This is an optimization exercise on Yosys and OpenROAD, whose aim is small area, not a production implementation. Function was checked by simulation only, so behaviour that the tests miss may differ from the original.

==> flow/design.v <==
module ledcube_engine (
    input             clk,
    input             rst,
    input      [1:0]  cfg_rot,
    input             cfg_inv,
    input             in_valid,
    input      [63:0] in_data,
    input             close,
    output reg [14:0] lines,    
    output reg        done
);
    reg [63:0] w [0:6];
    reg [63:0] p [0:7];
    reg [63:0] c [0:7];
    reg [2:0]  beat;
    reg        closed;
    reg        p_valid;
    reg [2:0]  p_base;
    wire accept = in_valid && !closed;
    wire p_load = accept && (beat == 3'd7);
    reg [3:0] k;         
    reg [3:0] s;         
    reg [2:0] layer;
    integer i;
    always @(posedge clk) begin
        if (accept) begin
            for (i = 0; i < 6; i = i + 1)
                w[i] <= w[i + 1];
            w[6] <= in_data;
        end
    end
    always @(posedge clk) begin
        if (p_load) begin
            for (i = 0; i < 7; i = i + 1)
                p[i] <= ~w[i];
            p[7] <= ~in_data;
        end else begin
            for (i = 0; i < 7; i = i + 1)
                p[i] <= ~p[i + 1];
            p[7] <= ~p[0];
        end
    end
    always @(posedge clk) begin
        if (rst) begin
            beat    <= 3'd0;
            closed  <= 1'b0;
            p_valid <= 1'b0;
        end else begin
            if (close)
                closed <= 1'b1;
            if (accept)
                beat <= beat + 3'd1;
            if (p_load) begin
                p_valid <= 1'b1;
                p_base  <= k[2:0] + 3'd1;
            end
        end
    end
    reg        xact;      
    reg [2:0]  xcnt;
    reg        c_valid;   
    reg        c_is_p;    
    reg [2:0]  c_base;
    always @(posedge clk) begin
        for (i = 0; i < 7; i = i + 1)
            c[i] <= c[i + 1];
        c[7] <= xact ? p[0] : c[0];
    end
    wire row_slot  = !s[3];
    wire [2:0] row = s[2:0];
    wire at_end    = (layer == 3'd7) && (s == 4'd9) && (k == 4'd6);
    wire release_now = at_end && closed && (c_is_p || !p_valid);
    always @(posedge clk) begin
        if (rst) begin
            xact    <= 1'b0;
            xcnt    <= 3'd0;
            c_valid <= 1'b0;
            c_is_p  <= 1'b0;
        end else begin
            if (xact) begin
                if (xcnt == 3'd7) begin
                    xact    <= 1'b0;
                    c_valid <= 1'b1;
                    c_base  <= p_base;
                end
                xcnt <= (p_load && xcnt != 3'd7) ? 3'd0 : xcnt + 3'd1;
            end else if (at_end && !release_now && p_valid && !done) begin
                xact <= 1'b1;
                xcnt <= 3'd0;
            end
            if (p_load)
                c_is_p <= 1'b0;
            else if (xact && xcnt == 3'd7)
                c_is_p <= 1'b1;
        end
    end
    wire [63:0] tap = c[0];
    wire [2:0]  tl  = k[2:0] - c_base;        
    wire [2:0]  rsel = (cfg_rot == 2'd2) ? ~layer : row;
    wire [7:0]  rbus = tap[rsel*8 +: 8];      
    reg  [7:0]  cbus;                         
    always @(*)
        for (i = 0; i < 8; i = i + 1)
            cbus[i] = tap[i*8 + row];
    wire        rbit = rbus[layer];
    reg [7:0] dnew;
    reg [7:0] den;
    always @(*) begin
        for (i = 0; i < 8; i = i + 1) begin
            case (cfg_rot)
                2'd0: begin dnew[i] = rbus[i];     den[i] = (tl == layer); end
                2'd1: begin dnew[i] = rbit;        den[i] = (~tl == i[2:0]); end
                2'd2: begin dnew[i] = rbus[i];     den[i] = (tl == row); end
                default: begin dnew[i] = cbus[7-i]; den[i] = (tl == layer); end
            endcase
            dnew[i] = c_valid & (dnew[i] ^ cfg_inv ^ ~tl[0]);
            den[i]  = den[i] & row_slot & !k[3];
        end
    end
    reg [7:0] dl;
    reg       srclr;
    wire srclk = row_slot && (k == 4'd10);
    wire rclk  = (s == 4'd8) && (k == 4'd2);
    wire oe    = ((s == 4'd8) && (k >= 4'd5)) || ((s == 4'd9) && (k <= 4'd5));
    always @(*) begin
        lines[7:0]   = dl;
        lines[8]     = srclr & srclk;
        lines[9]     = srclr & rclk;
        lines[10]    = srclr;
        lines[11]    = srclr & oe;
        lines[14:12] = srclr ? layer : 3'd0;
    end
    always @(posedge clk) begin
        if (rst) begin
            k     <= 4'd6;
            s     <= 4'd9;
            layer <= 3'd7;
            dl    <= 8'd0;
            srclr <= 1'b0;
            done  <= 1'b0;
        end else begin
            k <= k + 4'd1;
            if (k == 4'd15) begin
                if (s == 4'd10) begin
                    s     <= 4'd0;
                    layer <= layer + 3'd1;
                end else
                    s <= s + 4'd1;
            end
            if (!done) begin
                if (k[0])
                    srclr <= 1'b1;
                for (i = 0; i < 8; i = i + 1)
                    if (den[i])
                        dl[i] <= dnew[i];
                if (release_now) begin
                    dl    <= 8'd0;
                    srclr <= 1'b0;
                    done  <= 1'b1;
                end
            end
        end
    end
endmodule
==> flow/config.mk <==
export PLATFORM = sky130hd
export DESIGN_NAME = ledcube_engine
export DESIGN_NICKNAME = ledcube_engine
export VERILOG_FILES = /design/flow/design.v
export SDC_FILE = /design/flow/constraint.sdc
export NUM_CORES = 4
export LEC_CHECK = 0
export ABC_AREA = 1
export CAP_MARGIN = 20
export CELL_PAD_IN_SITES_DETAIL_PLACEMENT = 1
export CELL_PAD_IN_SITES_GLOBAL_PLACEMENT = 1
export CORE_MARGIN = 2
export CORE_UTILIZATION = 65
export PLACE_DENSITY = 0.75
export SLEW_MARGIN = 20
==> flow/constraint.sdc <==
create_clock -name core_clock -period 10.0 [get_ports {clk}]
set_input_delay 2.0000 -clock core_clock [delete_from_list [all_inputs] [get_ports {clk}]]
set_output_delay 2.0000 -clock core_clock [all_outputs]
set_load 0.01 [all_outputs]
standard.sh (not shown) runs the stock make flow with config.mk's settings and CLKGATE_MAP_FILE= SYNTH_SCRIPT=/design/flow/synth_recipe.tcl, a recipe that flattens the netlist after the stock synthesis.
==> flow/flow/run.sh <==
#!/bin/bash
set -e
export CTS_ARGS="-sink_clustering_enable -repair_clock_nets -dont_use_dummy_load -buf_list sky130_fd_sc_hd__clkbuf_8 -sink_clustering_size 20 -sink_clustering_max_diameter 50"
export BUFFER_PORTS_ARGS="-buffer_cell sky130_fd_sc_hd__buf_1"
bash standard.sh > standard.log 2>&1
Then changed:
==> flow/flow/run.sh (replaced) <==
#!/bin/bash
set -e
export CTS_ARGS="-sink_clustering_enable -repair_clock_nets -dont_use_dummy_load -buf_list sky130_fd_sc_hd__clkbuf_4 -sink_clustering_size 10 -sink_clustering_max_diameter 40"
export BUFFER_PORTS_ARGS="-buffer_cell sky130_fd_sc_hd__buf_1"
bash standard.sh > standard.log 2>&1
--- a/flow/config.mk
+++ b/flow/config.mk
@@ -13,2 +13,2 @@
-export CORE_UTILIZATION = 65
-export PLACE_DENSITY = 0.75
+export CORE_UTILIZATION = 72
+export PLACE_DENSITY = 0.8
=> The new run aborted during 5_1_grt; area after synthesis stays the same; synthesized cell count does not change.
Then changed:
--- a/flow/config.mk
+++ b/flow/config.mk
@@ -13,2 +13,5 @@
-export CORE_UTILIZATION = 72
-export PLACE_DENSITY = 0.8
+export CORE_UTILIZATION = 50
+export CTS_BUF_LIST = sky130_fd_sc_hd__clkbuf_4
+export CTS_CLUSTER_DIAMETER = 40
+export CTS_CLUSTER_SIZE = 10
+export PLACE_DENSITY = 0.6
After rerunning:
- Now the flow finished with timing, DRC and antenna clean
- synthesized area stays the same
- synthesized cell count is unchanged

## afterwards: timing with drivers on the ports
In the flow no input, the clock included, has a driving cell. The finished layouts below were timed again as built, in two steps. Step 1 sets driving cells, clkbuf_16 on the clock port and buf_2 on the other inputs (assumed; they add their load-dependent delay and slew). Step 2 also shifts input and output timing later by t, the mid clock arrival at the registers, as if the neighbouring blocks saw the same clock. Three values: ideal, step 1, step 2; two values: the first two.
run	t, ns	setup WS [ns]	worst setup path at the end
the first run	0.775	4.600 / 4.631 / 3.856	input to register
the third run	1.056	4.792 / 4.726 / 4.619	input to register
After both steps every run listed still meets setup and hold. The setup slack of the first run, which loses most, moves by +0.031 ns with the drivers and by -0.744 ns with both steps.
